Context: an optimization exercise on an open-source flow, tuned for small area, a short achievable clock period and few clock cycles per item. The choices shown serve that exercise and are no tape-out recipe. RTL that was checked went through simulation tests only; none was proved equivalent to the original. No functional check of the RTL was part of runs 3 and 4. No activity file was given, so power comes from the tool's default toggle rates.

## flow/design.v

```verilog
module lzw_enc (
    input  wire        clk,
    input  wire        rst,             
    input  wire        in_valid,
    output wire        in_ready,
    input  wire [7:0]  in_data,
    input  wire        in_last,         
    output wire        out_valid,
    input  wire        out_ready,
    output wire [11:0] out_code,
    output wire        out_last,        
    output wire [15:0] out_dict_size    
);
    localparam integer NDYN = 256;       
    reg [8:0] ib0, ib1;                  
    reg       ib0_v, ib1_v;
    reg       in_rdy_q;
    assign in_ready = in_rdy_q;
    wire      in_acc = in_valid && in_rdy_q;
    reg [19:0] oq0, oq1, oq2;            
    reg [1:0]  oq_n;
    wire       oq_pop = (oq_n != 2'd0) && out_ready;
    assign out_valid     = (oq_n != 2'd0);
    assign out_code      = {3'd0, oq0[8:0]};
    assign out_dict_size = {6'd0, oq0[18:9]};
    assign out_last      = oq0[19];
    reg [8:0]  cur;                      
    reg [8:0]  cur_n;                    
    reg [7:0]  b_n;                      
    reg        have_cur;
    reg [8:0]  cnt;                      
    wire       full = cnt[8];
    wire       step = ib0_v && !oq_n[1];
    wire [7:0] b    = ib0[7:0];
    wire       bl   = ib0[8];
    reg [8:0]  ent_p [0:NDYN-1];
    reg [7:0]  ent_b [0:NDYN-1];
    wire [255:0] ent_valid;
    genvar g;
    generate
        for (g = 0; g < NDYN; g = g + 1) begin : g_v
            assign ent_valid[g] = full || (g < cnt[7:0]);
        end
    endgenerate
    reg [NDYN-1:0] match;
    integer k;
    always @(*) begin
        for (k = 0; k < NDYN; k = k + 1)
            if (k < NDYN/2)
                match[k] = ent_valid[k] && ent_p[k] == cur && ent_b[k] == b;
            else
                match[k] = ent_valid[k] && ent_p[k] == ~cur_n && ent_b[k] == ~b_n;
    end
    wire hit = |match;
    reg [7:0] hit_idx;
    integer j;
    always @(*) begin
        hit_idx = 8'd0;
        for (j = 0; j < NDYN; j = j + 1)
            if (match[j]) hit_idx = hit_idx | j[7:0];
    end
    wire wr = step && have_cur && !full;
    generate
        for (g = 0; g < NDYN; g = g + 1) begin : g_ent
            always @(posedge clk) begin
                if (wr && cnt[7:0] == g) begin
                    ent_p[g] <= cur;
                    ent_b[g] <= b;
                end
            end
        end
    endgenerate
    wire [9:0] dsz_now  = {cnt[8], ~cnt[8], cnt[7:0]};           
    wire [8:0] cnt_inc  = cnt + {8'd0, !full};
    wire [9:0] dsz_miss = {cnt_inc[8], ~cnt_inc[8], cnt_inc[7:0]};
    wire       miss   = have_cur && !hit;
    wire [19:0] fin_h = have_cur ? {1'b1, dsz_now, 1'b1, hit_idx} : {1'b1, 10'd256, 1'b0, b};
    wire [19:0] pa    = miss ? {1'b0, 10'd0, cur} : fin_h;
    wire [19:0] pb    = {1'b1, dsz_miss, 1'b0, b};
    wire        pa_v  = step && (bl || miss);
    wire        pb_v  = step && bl && miss;
    reg [8:0] ib0_nx, ib1_nx;
    reg       ib0_v_nx, ib1_v_nx;
    always @(*) begin
        ib0_nx = ib0; ib1_nx = ib1; ib0_v_nx = ib0_v; ib1_v_nx = ib1_v;
        case ({ib_pop, in_acc})
            2'b01: begin
                if (!ib0_v) begin ib0_nx = {in_last, in_data}; ib0_v_nx = 1'b1; end
                else        begin ib1_nx = {in_last, in_data}; ib1_v_nx = 1'b1; end
            end
            2'b10: begin
                ib0_nx = ib1; ib0_v_nx = ib1_v; ib1_v_nx = 1'b0;
            end
            2'b11: begin
                if (ib1_v) begin ib0_nx = ib1; ib1_nx = {in_last, in_data}; end
                else       begin ib0_nx = {in_last, in_data}; end
            end
            default: ;
        endcase
    end
    wire [1:0] oq_m   = oq_n - {1'b0, oq_pop};
    wire [1:0] oq_h   = oq_m + {1'b0, step && bl};
    wire [1:0] oq_nx  = (step && miss) ? oq_h + 2'd1 : oq_h;
    wire       ib_pop = step;
    always @(posedge clk) begin
        if (rst) begin
            ib0_v    <= 1'b0;
            ib1_v    <= 1'b0;
            in_rdy_q <= 1'b1;
            oq_n     <= 2'd0;
            have_cur <= 1'b0;
            cnt      <= 9'd0;
        end else begin
            ib0   <= ib0_nx;
            b_n   <= ~ib0_nx[7:0];
            ib0_v <= ib0_v_nx;
            ib1   <= ib1_nx;
            ib1_v <= ib1_v_nx;
            in_rdy_q <= !(ib1_v ? !ib_pop || in_acc : ib0_v && !ib_pop && in_acc);
            oq_n <= oq_nx;
            if (oq_pop) begin
                oq0 <= oq1;
                oq1 <= oq2;
            end
            if (pa_v) begin
                case (oq_m)
                    2'd0: oq0 <= pa;
                    2'd1: oq1 <= pa;
                    default: oq2 <= pa;
                endcase
            end
            if (pb_v) begin
                case (oq_m)
                    2'd0: oq1 <= pb;
                    default: oq2 <= pb;
                endcase
            end
            if (step) begin
                if (bl) begin
                    have_cur <= 1'b0;
                    cnt      <= 9'd0;
                end else begin
                    have_cur <= 1'b1;
                    if (miss)
                        cnt <= cnt_inc;
                end
                cur   <= hit ? {1'b1, hit_idx} : {1'b0, b};
                cur_n <= ~(hit ? {1'b1, hit_idx} : {1'b0, b});
            end
        end
    end
endmodule
```

## flow/flow/run.sh

```bash
#!/bin/bash
set -o pipefail
bash standard.sh SETUP_SLACK_MARGIN=6.5 finish > flow_standard.log 2>&1
```

## flow/standard.sh

```bash
#!/bin/bash
# synth_recipe.tcl (not shown) runs the flow's synth.tcl, then flattens the netlist and writes it again
# the make line also repeats each setting of config.mk as NAME=value (left out here)
make -C /OpenROAD-flow-scripts/flow DESIGN_CONFIG=/design/flow/config.mk WORK_HOME=/design/flow/orfs CLKGATE_MAP_FILE= SYNTH_SCRIPT=/design/flow/synth_recipe.tcl "${@:-finish}"
```

## flow/config.mk

```make
export PLATFORM = sky130hd
export DESIGN_NAME = lzw_enc
export DESIGN_NICKNAME = lzw_enc
export VERILOG_FILES = /design/flow/design.v
export SDC_FILE = /design/flow/constraint.sdc
export NUM_CORES = 4
export LEC_CHECK = 0
export ABC_CLOCK_PERIOD_IN_PS = 4000
export CAP_MARGIN = 30
export CORE_MARGIN = 2
export CORE_UTILIZATION = 45
export SLEW_MARGIN = 20
```

## flow/constraint.sdc

```tcl
create_clock -name core_clock -period 10.0 [get_ports {clk}]
set_input_delay 2.0000 -clock core_clock [delete_from_list [all_inputs] [get_ports {clk}]]
set_output_delay 2.0000 -clock core_clock [all_outputs]
set_load 0.01 [all_outputs]
```

==> results of run 1 <==
-- flip-flops by register name (all words and copies together) (netlist names), 20 cells and up --
signal and flops:
ent_p 2304, ent_b 2048, oq0 20, oq1 20, oq2 20
-- metal layers --
layer | track usage, % | vias to the layer above
li1 | - | 49500
met1 | 42.9 | 64800
met2 | 51.8 | 9344
met3 | 12.2 | 2775
met4 | 24.6 | 72
met5 | 0.0543 | -
-- what timing repair did --
item | 4_1_cts | 5_1_grt
pin swaps | 126 | 47
resized for setup | 1109 | 223
endpoints found under the setup margin | 3275 | 403
endpoints found under the hold margin | 0 | 0
cloned | 144 | 29
buffers inserted | 431 | 147
-- per-stage QoR --
step                hold WS, ns  util (%)  power, uW
global route              0.594      54.8      45000
floorplan                 0.518         -      24100
global placement          0.556      47.3      25500
CTS                       0.568      54.0      43900
finish                    0.567      54.8      44200
detailed placement        0.545      47.5      25600
-- power by group through the flow --
stage | registers [uW] | clock network, uW | logic (uW)
2_1_floorplan | 21800 | 0 | 2370
3_3_place_gp | 21500 | 0 | 4010
3_5_place_dp | 21500 | 0 | 4110
4_1_cts | 21100 | 17200 | 5550
5_1_grt | 21000 | 18000 | 5980
6_report | 21100 | 17200 | 5910
-- path summary, 6_finish.rpt --
kind	slack, ns	to	from
hold / removal	0.57	oq2[16]$_DFFE_PN_	oq2[16]$_DFFE_PN_
setup reg to reg	5.14	oq1[11]$_DFFE_PN_	b_n[6]$_DFFE_PN_
setup / recovery	5.14	oq1[11]$_DFFE_PN_	b_n[6]$_DFFE_PN_
hold reg to reg	0.57	oq2[16]$_DFFE_PN_	oq2[16]$_DFFE_PN_
-- logic make-up (layout without fill, tap and decap cells) --
family | count (synthesis) | in the layout | share of synthesized area [%]
xor+xnor | 4365 | 4365 | 19.6
mux | 47 | 47 | 0.243
flops | 4471 | 4471 | 68.6
fa+ha+maj | 4 | 4 | 0.0256
compound gates | 507 | 509 | 1.89
simple gates | 2610 | 2613 | 7.37
buf+inv | 685 | 2380 | 2.30
other cells | 1 | 55 | 0.00192
-- layout make-up --
class	instances	area, um^2
Antenna cell	46	115
Inverter	51	216
Timing Repair Buffer	1476	19700
Tap cell	5734	7170
Fill cell	34100	196000
Sequential cell	4471	134000
Multi-Input combinational cell	7547	61400
Clock inverter	279	2640
Timing Repair inverter	2	22.5
Clock buffer	572	12200
-- cells in the final DEF (no fill, tap or decap), types with 20 or more instances in the layout --
cell type and n:
edfxtp_1 4456, xor2_1 2341, xnor2_1 1984, buf_4 865, nor4_1 573, clkbuf_16 501, nand4_1 451, nor2_1 360
nand3_1 274, nand2_1 201, nor3_1 166, buf_12 142, buf_16 134, clkinv_1 130, bufbuf_16 119, buf_6 102
clkbuf_1 100, nor4_2 82, clkinv_2 72, a21oi_1 51, o21ai_0 49, nor4_4 49, diode_2 46, nor2_4 46
mux2i_1 46, o2111ai_1 45, nand3_2 44, bufinv_16 44, inv_1 43, buf_8 41, nor2_2 40, nand2_2 37
nor3_4 32, nor3_2 30, buf_2 30, xnor2_2 28, o211ai_1 24, a21oi_4 20
==> impl_metrics.json, run 1 <==
{
  "path_buf_inv": 4,
  "nets": 14000,
  "synth_top_area_cell": "edfxtp_1",
  "hold_path.class": "reg -> reg",
  "cap_violations": 0,
  "ff2ff_path_depth": 16,
  "syn_avg_cell_area_um2": 15.4,
  "tns_ns": 0,
  "ctsHoldBuffers": 0,
  "p_sw_uw": 11300,
  "syn_area_um2": 195000,
  "slew_violations": 0,
  "cts_root_buffer": "clkbuf_16",
  "power_frac_comb_pct": 13.4,
  "synth-seq-area-share_pct": 68.6,
  "place_inst": 18500,
  "first_pass_iters": 12,
  "cp.depth": 16,
  "port_buffers": 34,
  "internal_power_uw": 32900,
  "place_area_um2": 206000,
  "ios": 44,
  "die_h_um": 663,
  "synth_seq_cells": 4471,
  "post-place-ws_ns": 2.53,
  "drive_above_1_share_pct": 19.3,
  "slew-limit-headroom_pct": 16.0,
  "dpl.hpwl_um": 419000,
  "post_drt_via_cell_ratio": 6.27,
  "critical-path-max-stage-delay_ns": 0.48,
  "synth_top_flop_cell": "edfxtp_1",
  "dr_total_vias": 127000,
  "core_area_um2": 434000,
  "period_share_pct": 48.6,
  "outcome": "complete, no violations",
  "fmax_mhz": 206,
  "leakagePower_uw": 0.0782,
  "final_cell_area_um2": 238000,
  "startpoint_type": "register",
  "criticalPathCategory": "reg -> reg",
  "die-area_um2": 440000,
  "fin_cells": 20200,
  "h-tree-depth": 5,
  "start_util_pct": 45.1,
  "antenna_found_initial": 82,
  "place.gp.congestion": 1.03,
  "rsz0062_at_grt": "yes",
  "yosysWarnings": 3,
  "synth.area.top_cells": "edfxtp_1, xor2_1, xnor2_1",
  "syn2layout_area_growth_pct": 21.6,
  "asyncSetResetFlopFracSynth_pct": 0,
  "wl_per_cell_um": 39.8,
  "crit_family": "simple AND/OR/NAND/NOR gates",
  "track_usage_pct": 35.0,
  "crit_fanout": 13,
  "drt-met1-wl_um": 280000,
  "drt_iter0_drc": 19900,
  "p_clk_share_pct": 39.0,
  "die_w_um": 663,
  "crit_arrival_ns": 5.70,
  "worstSkewPairLatency_ns": 1.08,
  "met3_length_um": 105000,
  "overflow": 0,
  "grt_pass1_vias": 118000,
  "grt_pass1_wl_um": 1050000,
  "tritoncts": "yes",
  "drc": 0,
  "grt_max_degree": 113,
  "pwr-share-seq_pct": 47.7,
  "cp.required_ns": 10.84,
  "tightest_slew_ns": 1.26,
  "synth_top_area_share_pct": 68.5,
  "slowest_stage": "nand4_1",
  "top_layer": "met5",
  "power_density_nw_per_um2": 186,
  "clkSlewWorstSetupHoldPaths_ns": 0.06,
  "yosys-top-cells-count": "edfxtp_1, xor2_1, xnor2_1",
  "yosysMostFrequentCell": "edfxtp_1",
  "synth.distinct_cells": 121,
  "syn_inst": 12700,
  "totalWireLength_um": 802000,
  "fin_crit_ns": 4.86,
  "hold_depth": 1,
  "cts_sinks": 4471,
  "end_kind": "register",
  "ir_drop_mv": 0.191,
  "synth_edf_count": 4456,
  "setup_ws_ns": 5.14,
  "setup_viol": 0,
  "hold_viol_final": 0,
  "wl_met2_um": 346000,
  "rows": 242,
  "switching_share_pct": 25.6,
  "cts_buffer_depth": 4,
  "cts_buffers": 466,
  "path_cells": "buf_12 > buf_4 > buf_16 > xnor2_4 > nor4_2 > nand4_1 > a311oi_4 > nor4_4 > nand4_1 > nor4_4 > nand3_4 > buf_4 > nor3_4 > o21ai_2 > a21o_4 > a221o_1",
  "ant_nets": 0,
  "clock_skew_ns": 0.116
}
Testbench counts, summed over its fixed seeds: cycles 136,094, bytes 136,035.
==> run 2, diff against run 1 <==
==> flow/run.sh (new file) <==
#!/bin/bash
# synth_recipe.tcl (not shown) runs the flow's synth.tcl, then flattens the netlist and writes it again
# the make line also repeats each setting of config.mk as NAME=value (left out here)
make -C /OpenROAD-flow-scripts/flow DESIGN_CONFIG=/design/flow/config.mk WORK_HOME=/design/flow/orfs CLKGATE_MAP_FILE= SYNTH_SCRIPT=/design/flow/synth_recipe.tcl finish
--- a/flow/config.mk
+++ b/flow/config.mk
@@ -11,2 +11,3 @@
 export CORE_UTILIZATION = 45
+export SETUP_SLACK_MARGIN = 5
 export SLEW_MARGIN = 20
removed: flow/flow/run.sh
removed: flow/standard.sh
==> run 2 against run 1 <==
  * Utilization down 2.2 points
  * Worst setup slack worse by 0.35 ns
  * Synthesized area unchanged
  * Register-to-register slack worse by 0.35 ns
  * Worst hold slack better by 0.019 ns
  * Sequential power about the same
  * Largest cell class unchanged
==> impl_metrics.json, run 2 <==
{
  "drt_iter0_drc": 17200,
  "cts_sinks": 4471,
  "setup_viol": 0,
  "core_area_um2": 434000,
  "cts_buffers": 467,
  "critical-path-max-stage-delay_ns": 1.00,
  "wl_per_cell_um": 37.3,
  "h-tree-depth": 5,
  "die-area_um2": 440000,
  "place.gp.congestion": 1.03,
  "ir_drop_mv": 0.172,
  "slew_violations": 0,
  "rsz0062_at_grt": "yes",
  "criticalPathCategory": "reg -> reg",
  "synth-simple-area-share_pct": 7.37,
  "track_usage_pct": 31.5,
  "synth.distinct_cells": 121,
  "power_density_nw_per_um2": 187,
  "clkSlewWorstSetupHoldPaths_ns": 0.07,
  "synth_top_flop_cell": "edfxtp_1",
  "ant_nets": 0,
  "clock_skew_ns": 0.121,
  "hold_depth": 1,
  "utilization_pct": 52.6,
  "end_kind": "register",
  "synth_top_area_cell": "edfxtp_1",
  "tritoncts": "yes",
  "synth-seq-area-share_pct": 68.6,
  "hold_path.class": "reg -> reg",
  "synth_edf_count": 4456,
  "period_share_pct": 52.1,
  "overflow": 0,
  "outcome": "complete, no violations",
  "totalWireLength_um": 739000,
  "syn_area_um2": 195000,
  "hold_path_startpoint": "ib1[8]$_DFFE_PP_",
  "hold_viol_final": 0,
  "path_cells": "buf_4 > buf_4 > buf_4 > buf_12 > xnor2_1 > nand4_1 > a31o_2 > nor3_2 > nor4_2 > o2111a_1 > and4_1 > nand3_1 > o31ai_1 > a222oi_1",
  "synth_seq_cells": 4471,
  "n_fill_cell": 35100,
  "synth_xor_area_share_pct": 19.6,
  "crit_family": "simple AND/OR/NAND/NOR gates",
  "nets": 13700,
  "drive_above_1_share_pct": 15.2,
  "cp.depth": 14,
  "rows": 242,
  "yosys-top-cells-count": "edfxtp_1, xor2_1, xnor2_1",
  "cp.required_ns": 10.78,
  "synth.area.top_cells": "edfxtp_1, xor2_1, xnor2_1",
  "final_cell_mix": "edfxtp_1, xor2_1, xnor2_1",
  "port_buffers": 34,
  "regToRegEndpoint": "oq1[1]$_DFFE_PN_",
  "ios": 44,
  "fin_crit_ns": 5.21,
  "synth_top_family_by_area": "XOR/XNOR gates",
  "antenna_found_initial": 76,
  "die_h_um": 663,
  "ff2ff_path_depth": 14,
  "crit_fanout": 45,
  "die_w_um": 663,
  "tightest_slew_ns": 1.19,
  "fmax_mhz": 192,
  "reg2reg_setup_slack_ns": 4.79,
  "worstSkewPairLatency_ns": 1.08,
  "syn2layout_area_growth_pct": 16.6,
  "slowest_stage": "nor4_2",
  "place_inst": 18500,
  "path_buf_inv": 4,
  "critPathMostFrequentCell": "buf_4",
  "cts_root_buffer": "clkbuf_16",
  "syn_inst": 12700,
  "holdWs_ns": 0.587,
  "startpoint_type": "register",
  "syn_avg_cell_area_um2": 15.4,
  "cap_violations": 0,
  "top_register": "ent_p",
  "dpl.hpwl_um": 423000,
  "synth_top_area_share_pct": 68.5,
  "tns_ns": 0,
  "first_pass_iters": 10,
  "r2r-start": "cur[6]$_DFFE_PP_",
  "crit_arrival_ns": 5.99,
  "post-place-ws_ns": 2.86,
  "leakagePower_uw": 0.0732,
  "largest_reg_flops": 2304,
  "drc": 0,
  "post_drt_via_cell_ratio": 6.13,
  "mostFrequentLayoutCell": "edfxtp_1",
  "slew-limit-headroom_pct": 20.2,
  "grt_max_degree": 113,
  "synth_compound_area_share_pct": 1.89,
  "fin_cells": 19800,
  "asyncSetResetFlopFracSynth_pct": 0,
  "setup_ws_ns": 4.79,
  "synth_fa_ha_area_share_pct": 0.0256,
  "largestRegisters": "ent_p (2304), ent_b (2048)",
  "yosysMostFrequentCell": "edfxtp_1",
  "yosysWarnings": 3,
  "grt_pass1_wl_um": 960000,
  "synth_mux_area_share_pct": 0.243,
  "cts_buffer_depth": 4,
  "grt_pass1_vias": 113000,
  "dr_total_vias": 122000,
  "whs_endpoint": "ib0[8]$_DFFE_PP_",
  "start_util_pct": 45.1
}
run 2: routing by layer:
metal,part of all wire [%],global-route usage [%]
met2,44,47.9
met5,0.076,0.412
met4,7.5,18.1
met3,12,9.29
met1,37,40.2
run 2: power by group:
| group | total, uW | internal, uW | switching [uW] |
|---|---|---|---|
| clock network | 16700 | 9310 | 7400 |
| registers | 21100 | 21000 | 88.5 |
| logic | 4870 | 1590 | 3280 |
run 2: what timing repair did:
| item | in CTS | in global routing |
|---|---|---|
| pin swaps | 50 | 53 |
| setup buffers | 159 | 153 |
| hold buffers | 0 | 0 |
| cloned | 27 | 40 |
| gates resized for setup | 298 | 177 |
| setup endpoints to repair | 89 | 113 |
run 2: worst register-to-register path, stage by stage, from the launching register on:
cell	delay, ns
edfxtp_1	0.32
buf_4	0.16
buf_4	0.22
buf_4	0.22
buf_12	0.29
xnor2_1	0.21
nand4_1	0.33
a31o_2	0.27
nor3_2	0.11
nor4_2	1.00
o2111a_1	0.49
and4_1	0.29
nand3_1	0.38
o31ai_1	0.47
a222oi_1	0.15
run 2: logic make-up after synthesis:
kind of cell | count (synthesis)
simple gates | 2610
other cells | 1
fa+ha+maj | 4
mux | 47
flops | 4471
compound gates | 507
buf+inv | 685
xor+xnor | 4365
run 2: how the worst max path moves through the flow:
stage | slack, ns | startpoint | to
2_1_floorplan | 3.20 | cur[5]$_DFFE_PP_ | oq1[0]$_DFFE_PN_
3_3_place_gp | 2.60 | cnt[5]$_SDFFE_PP0P_ | oq2[15]$_DFFE_PN_
3_5_place_dp | 2.86 | cur[1]$_DFFE_PP_ | oq2[11]$_DFFE_PN_
4_1_cts | 5.00 | cur[8]$_DFFE_PP_ | oq1[2]$_DFFE_PN_
5_1_grt | 4.90 | b_n[3]$_DFFE_PN_ | oq1[0]$_DFFE_PN_
6_report | 4.79 | cur[6]$_DFFE_PP_ | oq1[1]$_DFFE_PN_
run 2: through the flow:
stage               power, uW  area [um^2]
floorplan               24100       196000
global placement        25500       205000
detailed placement      25600       206000
CTS                     42400       224000
global route            43600       228000
finish                  42600       228000
run 2: layout make-up:
| type | count | area (um^2) | area share, % |
|---|---|---|---|
| Tap cell | 5734 | 7170 | 3.15 |
| Antenna cell | 55 | 138 | 0.0604 |
| Timing Repair Buffer | 1112 | 12600 | 5.52 |
| Inverter | 51 | 204 | 0.0895 |
| Clock buffer | 608 | 12400 | 5.43 |
| Sequential cell | 4471 | 134000 | 58.9 |
| Clock inverter | 245 | 2010 | 0.884 |
| Multi-Input combinational cell | 7543 | 59200 | 26.0 |
==> run 3, diff against run 2 <==
--- a/flow/design.v
+++ b/flow/design.v
@@ -27,4 +27,2 @@
     reg [8:0]  cur;                      
-    reg [8:0]  cur_n;                    
-    reg [7:0]  b_n;                      
     reg        have_cur;
@@ -48,6 +46,3 @@
         for (k = 0; k < NDYN; k = k + 1)
-            if (k < NDYN/2)
-                match[k] = ent_valid[k] && ent_p[k] == cur && ent_b[k] == b;
-            else
-                match[k] = ent_valid[k] && ent_p[k] == ~cur_n && ent_b[k] == ~b_n;
+            match[k] = ent_valid[k] && ent_p[k] == cur && ent_b[k] == b;
     end
@@ -81,21 +76,2 @@
     wire        pb_v  = step && bl && miss;
-    reg [8:0] ib0_nx, ib1_nx;
-    reg       ib0_v_nx, ib1_v_nx;
-    always @(*) begin
-        ib0_nx = ib0; ib1_nx = ib1; ib0_v_nx = ib0_v; ib1_v_nx = ib1_v;
-        case ({ib_pop, in_acc})
-            2'b01: begin
-                if (!ib0_v) begin ib0_nx = {in_last, in_data}; ib0_v_nx = 1'b1; end
-                else        begin ib1_nx = {in_last, in_data}; ib1_v_nx = 1'b1; end
-            end
-            2'b10: begin
-                ib0_nx = ib1; ib0_v_nx = ib1_v; ib1_v_nx = 1'b0;
-            end
-            2'b11: begin
-                if (ib1_v) begin ib0_nx = ib1; ib1_nx = {in_last, in_data}; end
-                else       begin ib0_nx = {in_last, in_data}; end
-            end
-            default: ;
-        endcase
-    end
     wire [1:0] oq_m   = oq_n - {1'b0, oq_pop};
@@ -113,7 +89,16 @@
         end else begin
-            ib0   <= ib0_nx;
-            b_n   <= ~ib0_nx[7:0];
-            ib0_v <= ib0_v_nx;
-            ib1   <= ib1_nx;
-            ib1_v <= ib1_v_nx;
+            case ({ib_pop, in_acc})
+                2'b01: begin
+                    if (!ib0_v) begin ib0 <= {in_last, in_data}; ib0_v <= 1'b1; end
+                    else        begin ib1 <= {in_last, in_data}; ib1_v <= 1'b1; end
+                end
+                2'b10: begin
+                    ib0 <= ib1; ib0_v <= ib1_v; ib1_v <= 1'b0;
+                end
+                2'b11: begin
+                    if (ib1_v) begin ib0 <= ib1; ib1 <= {in_last, in_data}; end
+                    else       begin ib0 <= {in_last, in_data}; end
+                end
+                default: ;
+            endcase
             in_rdy_q <= !(ib1_v ? !ib_pop || in_acc : ib0_v && !ib_pop && in_acc);
@@ -146,4 +131,3 @@
                 end
-                cur   <= hit ? {1'b1, hit_idx} : {1'b0, b};
-                cur_n <= ~(hit ? {1'b1, hit_idx} : {1'b0, b});
+                cur <= hit ? {1'b1, hit_idx} : {1'b0, b};
             end
--- a/flow/config.mk
+++ b/flow/config.mk
@@ -7,7 +7,6 @@
 export LEC_CHECK = 0
-export ABC_CLOCK_PERIOD_IN_PS = 4000
-export CAP_MARGIN = 30
+export CAP_MARGIN = 20
 export CORE_MARGIN = 2
-export CORE_UTILIZATION = 45
-export SETUP_SLACK_MARGIN = 5
+export CORE_UTILIZATION = 40
+export SETUP_SLACK_MARGIN = 4
 export SLEW_MARGIN = 20
==> run 3 against run 2 <==
  * Register-to-register slack got worse by 0.96 ns
  * Cell count increased by 3.0%
  * Sequential power barely moved
==> impl_metrics.json, run 3 <==
{
  "drt_iter0_drc": 14000,
  "clkSlewWorstSetupHoldPaths_ns": 0.07,
  "whs_endpoint": "cnt[1]$_SDFFE_PP0P_",
  "syn_avg_cell_area_um2": 15.3,
  "grt_pass1_vias": 105000,
  "criticalPathCategory": "reg -> reg",
  "cts_sinks": 4454,
  "ant_nets": 0,
  "yosys-top-cells-count": "edfxtp_1, xor2_1, xnor2_1",
  "hold_depth": 2,
  "synth-seq-area-share_pct": 67.9,
  "rsz0062_at_grt": "no",
  "synth_fa_ha_area_share_pct": 0.0305,
  "drc": 0,
  "grt_max_degree": 105,
  "cts_buffers": 456,
  "tns_ns": 0,
  "wl_per_cell_um": 31.1,
  "ff2ff_path_depth": 14,
  "synth_top_flop_cell": "edfxtp_1",
  "antenna_found_initial": 75,
  "die-area_um2": 497000,
  "internal_power_uw": 31300,
  "cp.required_ns": 10.79,
  "post_drt_via_cell_ratio": 5.58,
  "top_register": "ent_p",
  "power_frac_comb_pct": 8.2,
  "synth_compound_area_share_pct": 1.87,
  "syn2layout_area_growth_pct": 13.6,
  "syn_inst": 12800,
  "crit_arrival_ns": 6.96,
  "end_kind": "register",
  "startpoint": "cnt[7]$_SDFFE_PP0P_",
  "power_density_nw_per_um2": 183,
  "slew_violations": 0,
  "h-tree-depth": 5,
  "overflow": 0,
  "tritoncts": "yes",
  "die_w_um": 705,
  "core_area_um2": 490000,
  "setup_viol": 0,
  "cts_buffer_depth": 4,
  "synth_mux_area_share_pct": 0.298,
  "first_pass_iters": 6,
  "pwr-share-seq_pct": 51.0,
  "p_clk_share_pct": 40.9,
  "r2r-start": "cnt[7]$_SDFFE_PP0P_",
  "cts_root_buffer": "clkbuf_16",
  "dpl.hpwl_um": 422000,
  "largest_reg_flops": 2304,
  "worstSkewPairLatency_ns": 1.07,
  "place.gp.congestion": 0.989,
  "dr_total_vias": 114000,
  "n_fill_cell": 42800,
  "final_cell_area_um2": 223000,
  "fmax_mhz": 162,
  "regToRegEndpoint": "oq2[15]$_DFFE_PN_",
  "slew-limit-headroom_pct": 9.52,
  "tightest_slew_ns": 1.34,
  "holdWs_ns": 0.573,
  "hold_path_startpoint": "cnt[1]$_SDFFE_PP0P_",
  "switching_share_pct": 23.7,
  "asyncSetResetFlopFracSynth_pct": 0,
  "leakagePower_uw": 0.0712,
  "crit_fanout": 20,
  "totalWireLength_um": 635000,
  "largestRegisters": "ent_p (2304), ent_b (2048)",
  "final_cell_mix": "edfxtp_1, xor2_1, xnor2_1",
  "synth.distinct_cells": 116,
  "drive_above_1_share_pct": 12.1,
  "reg2reg_setup_slack_ns": 3.83,
  "clock_skew_ns": 0.0905,
  "synth_xor_area_share_pct": 19.4,
  "outcome": "complete, no violations",
  "syn_area_um2": 197000,
  "port_buffers": 34,
  "synth_top_family_by_area": "XOR/XNOR gates",
  "startpoint_type": "register",
  "mostFrequentLayoutCell": "edfxtp_1",
  "synth-simple-area-share_pct": 7.77,
  "track_usage_pct": 24.8,
  "cap_violations": 0,
  "die_h_um": 705,
  "start_util_pct": 40.2,
  "hold_viol_final": 0,
  "ir_drop_mv": 0.175,
  "synth.area.top_cells": "edfxtp_1, xor2_1, xnor2_1",
  "period_share_pct": 61.7,
  "grt_pass1_wl_um": 875000,
  "nets": 13500,
  "synth_seq_cells": 4454,
  "hold_path.class": "reg -> reg",
  "ios": 44,
  "yosysWarnings": 3,
  "yosysMostFrequentCell": "edfxtp_1",
  "p_sw_uw": 9690,
  "synth_top_area_cell": "edfxtp_1",
  "synth_edf_count": 4439,
  "synth_top_area_share_pct": 67.8,
  "fin_crit_ns": 6.17,
  "rows": 257,
  "place_area_um2": 208000
}
==> run 3: cell count changes after synthesis, moves of 23 or more <==
cell,before,now
buf_4,252,297
or4_1,21,50
nand4_1,451,417
nor4_1,696,720
xor2_1,2349,2711
nor2_1,435,512
buf_2,246,45
a21oi_1,86,63
xnor2_1,2016,1650
buf_6,73,206
nand2_1,247,276
==> run 3: power groups by stage <==
stage                     clock [uW]  combinational [uW]  sequential, uW
after detailed placement           0                3290           21300
after floorplan                    0                2110           21500
after global routing           17700                3580           20900
after CTS                      17000                3360           20900
after global placement             0                3250           21300
final                          16700                3350           20900
==> run 3: critical path: stages (launching register included) <==
cell and delay, ns:
dfxtp_4 0.49, buf_4 0.31, or4_1 0.66, buf_4 0.34, a21oi_1 0.64, nor4_1 0.19, nor3b_1 0.20, nor2_1 0.44
nand4_1 0.47, nor4_1 0.53, nand3b_1 0.21, nor4_4 0.51, o21a_2 0.30, nor2_4 0.13, a221o_1 0.39
==> run 3: layer usage <==
metal,global-route usage [%],up-vias,wire (um)
li1,-,48700,-
met1,34.7,58400,266000
met2,37.0,5399,277000
met3,5.59,1295,59400
met4,11.1,28,32500
met5,0,-,235
==> run 3: stage by stage <==
stage | cells | setup WS (ns) | utilization, % | power, uW
global placement | 19500 | 1.60 | 42.4 | 24500
floorplan | 12800 | 2.92 | - | 23600
detailed placement | 19500 | 2.63 | 42.4 | 24600
global route | 20400 | 4.00 | 45.6 | 42100
finish | 20400 | 3.83 | 45.6 | 41000
CTS | 20400 | 4.00 | 45.5 | 41200
==> run 3: worst max-delay path by stage <==
stage	slack [ns]	cells after the start	endpoint
after floorplan	2.92	19	oq1[12]$_DFFE_PN_
after global placement	1.60	15	oq2[14]$_DFFE_PN_
after detailed placement	2.63	14	oq2[16]$_DFFE_PN_
after CTS	4.00	15	oq1[8]$_DFFE_PN_
after global routing	4.00	15	oq0[10]$_DFFE_PN_
final	3.83	14	oq2[15]$_DFFE_PN_
==> run 3: timing repair <==
item | CTS | global route
buffers inserted | 47 | 11
pin swaps | 4 | 7
resized for setup | 55 | 20
endpoints found under the setup margin | 80 | 48
hold buffers | 0 | 0
==> run 3: kinds of logic after synthesis <==
kind of cell | count (synthesis)
buffers and inverters | 669
AOI/OAI and AO/OA | 505
adders and majority gates | 5
other | 1
xor gates and xnor gates | 4361
DFF | 4454
muxes | 57
and+or+nand+nor | 2789
==> run 3: area by class of cell <==
class	count	area (um^2)	share of cell area (%)
Sequential cell	4454	134000	59.8
Multi-Input combinational cell	7726	59100	26.5
Clock buffer	561	11900	5.33
Tap cell	6475	8100	3.63
Timing Repair Buffer	834	7860	3.52
Clock inverter	286	2530	1.13
Inverter	36	135	0.0605
Antenna cell	35	87.6	0.0392
==> run 4, diff against run 3 <==
--- a/flow/design.v
+++ b/flow/design.v
@@ -70,11 +70,27 @@
     wire [9:0] dsz_miss = {cnt_inc[8], ~cnt_inc[8], cnt_inc[7:0]};
-    wire       miss   = have_cur && !hit;
-    wire [19:0] fin_h = have_cur ? {1'b1, dsz_now, 1'b1, hit_idx} : {1'b1, 10'd256, 1'b0, b};
-    wire [19:0] pa    = miss ? {1'b0, 10'd0, cur} : fin_h;
-    wire [19:0] pb    = {1'b1, dsz_miss, 1'b0, b};
-    wire        pa_v  = step && (bl || miss);
-    wire        pb_v  = step && bl && miss;
+    reg        pa_v, pb_v;
+    reg [19:0] pa, pb;
+    always @(*) begin
+        pa_v = 1'b0; pb_v = 1'b0;
+        pa   = {1'b0, 10'd0, cur};
+        pb   = {1'b1, dsz_miss, 1'b0, b};
+        if (step) begin
+            if (!have_cur) begin
+                if (bl) begin
+                    pa_v = 1'b1;
+                    pa   = {1'b1, 10'd256, 1'b0, b};
+                end
+            end else if (hit) begin
+                if (bl) begin
+                    pa_v = 1'b1;
+                    pa   = {1'b1, dsz_now, 1'b1, hit_idx};
+                end
+            end else begin
+                pa_v = 1'b1;
+                pb_v = bl;
+            end
+        end
+    end
+    wire [1:0] n_push = {1'b0, pa_v} + {1'b0, pb_v};
     wire [1:0] oq_m   = oq_n - {1'b0, oq_pop};
-    wire [1:0] oq_h   = oq_m + {1'b0, step && bl};
-    wire [1:0] oq_nx  = (step && miss) ? oq_h + 2'd1 : oq_h;
     wire       ib_pop = step;
@@ -104,3 +120,3 @@
             in_rdy_q <= !(ib1_v ? !ib_pop || in_acc : ib0_v && !ib_pop && in_acc);
-            oq_n <= oq_nx;
+            oq_n <= oq_m + n_push;
             if (oq_pop) begin
@@ -115,8 +131,8 @@
                 endcase
-            end
-            if (pb_v) begin
-                case (oq_m)
-                    2'd0: oq1 <= pb;
-                    default: oq2 <= pb;
-                endcase
+                if (pb_v) begin
+                    case (oq_m)
+                        2'd0: oq1 <= pb;
+                        default: oq2 <= pb;
+                    endcase
+                end
             end
@@ -128,3 +144,3 @@
                     have_cur <= 1'b1;
-                    if (miss)
+                    if (have_cur && !hit)
                         cnt <= cnt_inc;
--- a/flow/config.mk
+++ b/flow/config.mk
@@ -10,3 +10,2 @@
 export CORE_UTILIZATION = 40
-export SETUP_SLACK_MARGIN = 4
 export SLEW_MARGIN = 20
==> run 4 against run 3 <==
  * Largest cell class unchanged
  * Synthesized area down 0.21%
  * Largest power group unchanged
  * Cell area is 0.94% lower
  * Worst hold slack better by 0.042 ns
==> impl_metrics.json, run 4 <==
{
  "critical-path-max-stage-delay_ns": 1.02,
  "clock_skew_ns": 0.0870,
  "yosysMostFrequentCell": "edfxtp_1",
  "cts_root_buffer": "clkbuf_16",
  "crit_family": "simple AND/OR/NAND/NOR gates",
  "tns_ns": 0,
  "worstSkewPairLatency_ns": 1.05,
  "setup_viol": 0,
  "fin_cells": 20200,
  "synth_edf_count": 4439,
  "synth_fa_ha_area_share_pct": 0.0293,
  "dpl.hpwl_um": 404000,
  "largest_reg_flops": 2304,
  "antenna_found_initial": 51,
  "overflow": 0,
  "post_drt_via_cell_ratio": 5.53,
  "grt_max_degree": 107,
  "n_fill_cell": 42700,
  "synth_compound_area_share_pct": 1.91,
  "regToRegEndpoint": "oq_n[1]$_SDFF_PP0_",
  "die_h_um": 704,
  "tritoncts": "yes",
  "power_density_nw_per_um2": 181,
  "syn_inst": 12800,
  "core_area_um2": 489000,
  "die-area_um2": 496000,
  "hold_path.class": "reg -> reg",
  "ctsHoldBuffers": 0,
  "start_util_pct": 40.1,
  "whs_endpoint": "oq2[16]$_DFFE_PP_",
  "grt_pass1_wl_um": 851000,
  "mostFrequentLayoutCell": "edfxtp_1",
  "cp.required_ns": 10.92,
  "syn_avg_cell_area_um2": 15.4,
  "drive_above_1_share_pct": 11.2,
  "h-tree-depth": 5,
  "multi_input_area_um2": 58300,
  "synth-seq-area-share_pct": 68.1,
  "tightest_slew_ns": 1.37,
  "period_share_pct": 72.5,
  "port_buffers": 34,
  "cts_resized": 0,
  "path_cells": "nor2b_2 > a21oi_1 > o2111ai_1 > o22ai_1 > nor4_2 > nand4_1 > nor4_2 > nand2_2 > nor3_4 > inv_2 > nor2_4 > inv_1 > fa_1 > xnor2_1 > nor2_1",
  "hold_path_startpoint": "oq2[16]$_DFFE_PP_",
  "rows": 257,
  "hold_depth": 2,
  "yosys-top-cells-count": "edfxtp_1, xor2_1, xnor2_1",
  "rsz0062_at_grt": "no",
  "grt_pass1_vias": 104000,
  "hold_viol_final": 0,
  "end_kind": "register",
  "synth.area.top_cells": "edfxtp_1, xor2_1, xnor2_1",
  "outcome": "complete, no violations",
  "drc": 0,
  "fin_crit_ns": 7.25,
  "register_area_um2": 134000,
  "synth_xor_area_share_pct": 19.5,
  "place.gp.congestion": 1.02,
  "final_cell_mix": "edfxtp_1, xor2_1, xnor2_1",
  "slew_violations": 0,
  "place_inst": 19300,
  "ios": 44,
  "reg2reg_setup_slack_ns": 2.75,
  "r2r-start": "cnt[4]$_SDFFE_PP0P_",
  "asyncSetResetFlopFracSynth_pct": 0,
  "synth_top_area_cell": "edfxtp_1",
  "syn_area_um2": 196000,
  "yosysWarnings": 3,
  "ir_drop_mv": 0.182,
  "largestRegisters": "ent_p (2304), ent_b (2048)",
  "ant_nets": 0,
  "postCtsSetupBuffers": 0,
  "syn2layout_area_growth_pct": 12.7,
  "cts_sinks": 4454,
  "criticalPathCategory": "reg -> reg",
  "nets": 13300,
  "track_usage_pct": 24.0,
  "leakagePower_uw": 0.0707,
  "slowest_stage": "nor2b_2",
  "dr_total_vias": 112000,
  "clkSlewWorstSetupHoldPaths_ns": 0.06,
  "drt_iter0_drc": 13300,
  "synth_seq_cells": 4454,
  "final_cell_area_um2": 221000,
  "crit_arrival_ns": 8.17,
  "cap_violations": 0,
  "cts_buffer_depth": 4,
  "synth-simple-area-share_pct": 7.59,
  "first_pass_iters": 8,
  "path_buf_inv": 2,
  "synth_mux_area_share_pct": 0.224,
  "synth_top_flop_cell": "edfxtp_1",
  "fmax_mhz": 138,
  "place_area_um2": 207000,
  "holdWs_ns": 0.616,
  "cts_buffers": 462,
  "synth.distinct_cells": 115,
  "startpoint_type": "register",
  "slew-limit-headroom_pct": 7.88,
  "top_register": "ent_p",
  "synth_top_area_share_pct": 67.9,
  "crit_fanout": 48,
  "totalWireLength_um": 612000,
  "ff2ff_path_depth": 15,
  "critPathMostFrequentCell": "nor4_2",
  "die_w_um": 704,
  "wl_per_cell_um": 30.3,
  "synth_top_family_by_area": "XOR/XNOR gates"
}
==> run 4: cell type report <==
| type | count | area share [%] |
|---|---|---|
| sequential | 4454 | 60.4 |
| multi-input combinational | 7664 | 26.3 |
| clock buffer | 580 | 5.44 |
| tap | 6475 | 3.66 |
| timing repair buffer | 729 | 3.08 |
| clock inverter | 253 | 1.01 |
| antenna | 30 | 0.0339 |
| inverter | 19 | 0.0322 |
==> run 4: stage by stage <==
stage	setup WS (ns)	utilization [%]	total power [uW]
4_1_cts	3.14	45.2	40400
6_report	2.75	45.2	40200
2_1_floorplan	2.13	-	23200
3_3_place_gp	1.89	42.2	24000
3_5_place_dp	3.14	42.3	24100
5_1_grt	2.80	45.2	41300
==> run 4: worst reg2reg max path, cell delays in order, from the launching register on <==
cell	delay (ns)
dfxtp_4	0.81
nor2b_2	1.12
a21oi_1	0.34
o2111ai_1	0.28
o22ai_1	0.42
nor4_2	0.92
nand4_1	0.34
nor4_2	0.59
nand2_2	0.24
nor3_4	0.63
inv_2	0.31
nor2_4	0.28
inv_1	0.16
fa_1	0.46
xnor2_1	0.18
nor2_1	0.06
==> run 4: where the power goes <==
group / internal [uW] / switching [uW]
Sequential: 20700 / 85.3
Clock: 9170 / 7320
Combinational: 941 / 1930
==> run 4: worst max path at each step <==
stage | start | to | slack (ns) | cells past startpoint
after floorplan | ib0[4]$_DFFE_PP_ | register | 2.13 | 17
final | cnt[4]$_SDFFE_PP0P_ | oq_n[1]$_SDFF_PP0_ | 2.75 | 15
after detailed placement | cur[2]$_DFFE_PP_ | oq_n[1]$_SDFF_PP0_ | 3.14 | 18
after global routing | cnt[4]$_SDFFE_PP0P_ | oq_n[1]$_SDFF_PP0_ | 2.80 | 15
after CTS | cur[2]$_DFFE_PP_ | oq_n[1]$_SDFF_PP0_ | 3.14 | 18
after global placement | ib0[1]$_DFFE_PP_ | oq0[9]$_DFFE_PN_ | 1.89 | 14
==> run 4: metal layers <==
metal	vias to the layer above	part of all wire (%)	GRT usage, %	wire length (um)
met1	57300	42	33.1	257000
li1	48100	-	-	-
met2	4972	43	35.5	265000
met3	1251	9.2	6.14	56400
met4	16	5.5	11.4	33800
met5	-	0.019	0	115
==> run 4: logic make-up after synthesis <==
| logic type | after synthesis |
|---|---|
| fa+ha+maj | 4 |
| mux | 42 |
| buf+inv | 657 |
| other cells | 1 |
| simple gates | 2739 |
| flops | 4454 |
| xor+xnor | 4360 |
| compound gates | 510 |

==> port drivers added, routing unchanged <==
Ports are ideal in the flow. The routed layouts listed here were re-timed in OpenROAD.
Step 1 assumes that a clkbuf_16 drives the clock port and a buf_2 every other input.
Step 2 times the ports against the registers' clock, not the clock port: input delays grow and output delays shrink by t, the midpoint of the rising clock arrivals with the driver on.
Three values: ideal, step 1, step 2; two values: the first two.
run	t, ns	setup slack, ns	hold slack, ns	slew at the worst register clock pin (ns)
run 1	1.141	5.140 / 5.140 / 4.547	0.567 / 0.567 / 0.567	0.07 / 0.07
run 2	1.140	4.789 / 4.789 / 4.069	0.587 / 0.587 / 0.587	0.07 / 0.07
run 3	1.164	3.833 / 3.833 / 3.295	0.573 / 0.573 / 0.573	0.07 / 0.07
run 4	1.119	2.748 / 2.748 / 2.748	0.616 / 0.616 / 0.616	0.07 / 0.07
After both steps setup and hold are still met in every run listed. For run 2, which loses most, drivers alone change the setup slack by 0.000 ns; drivers and shift together by -0.720 ns.
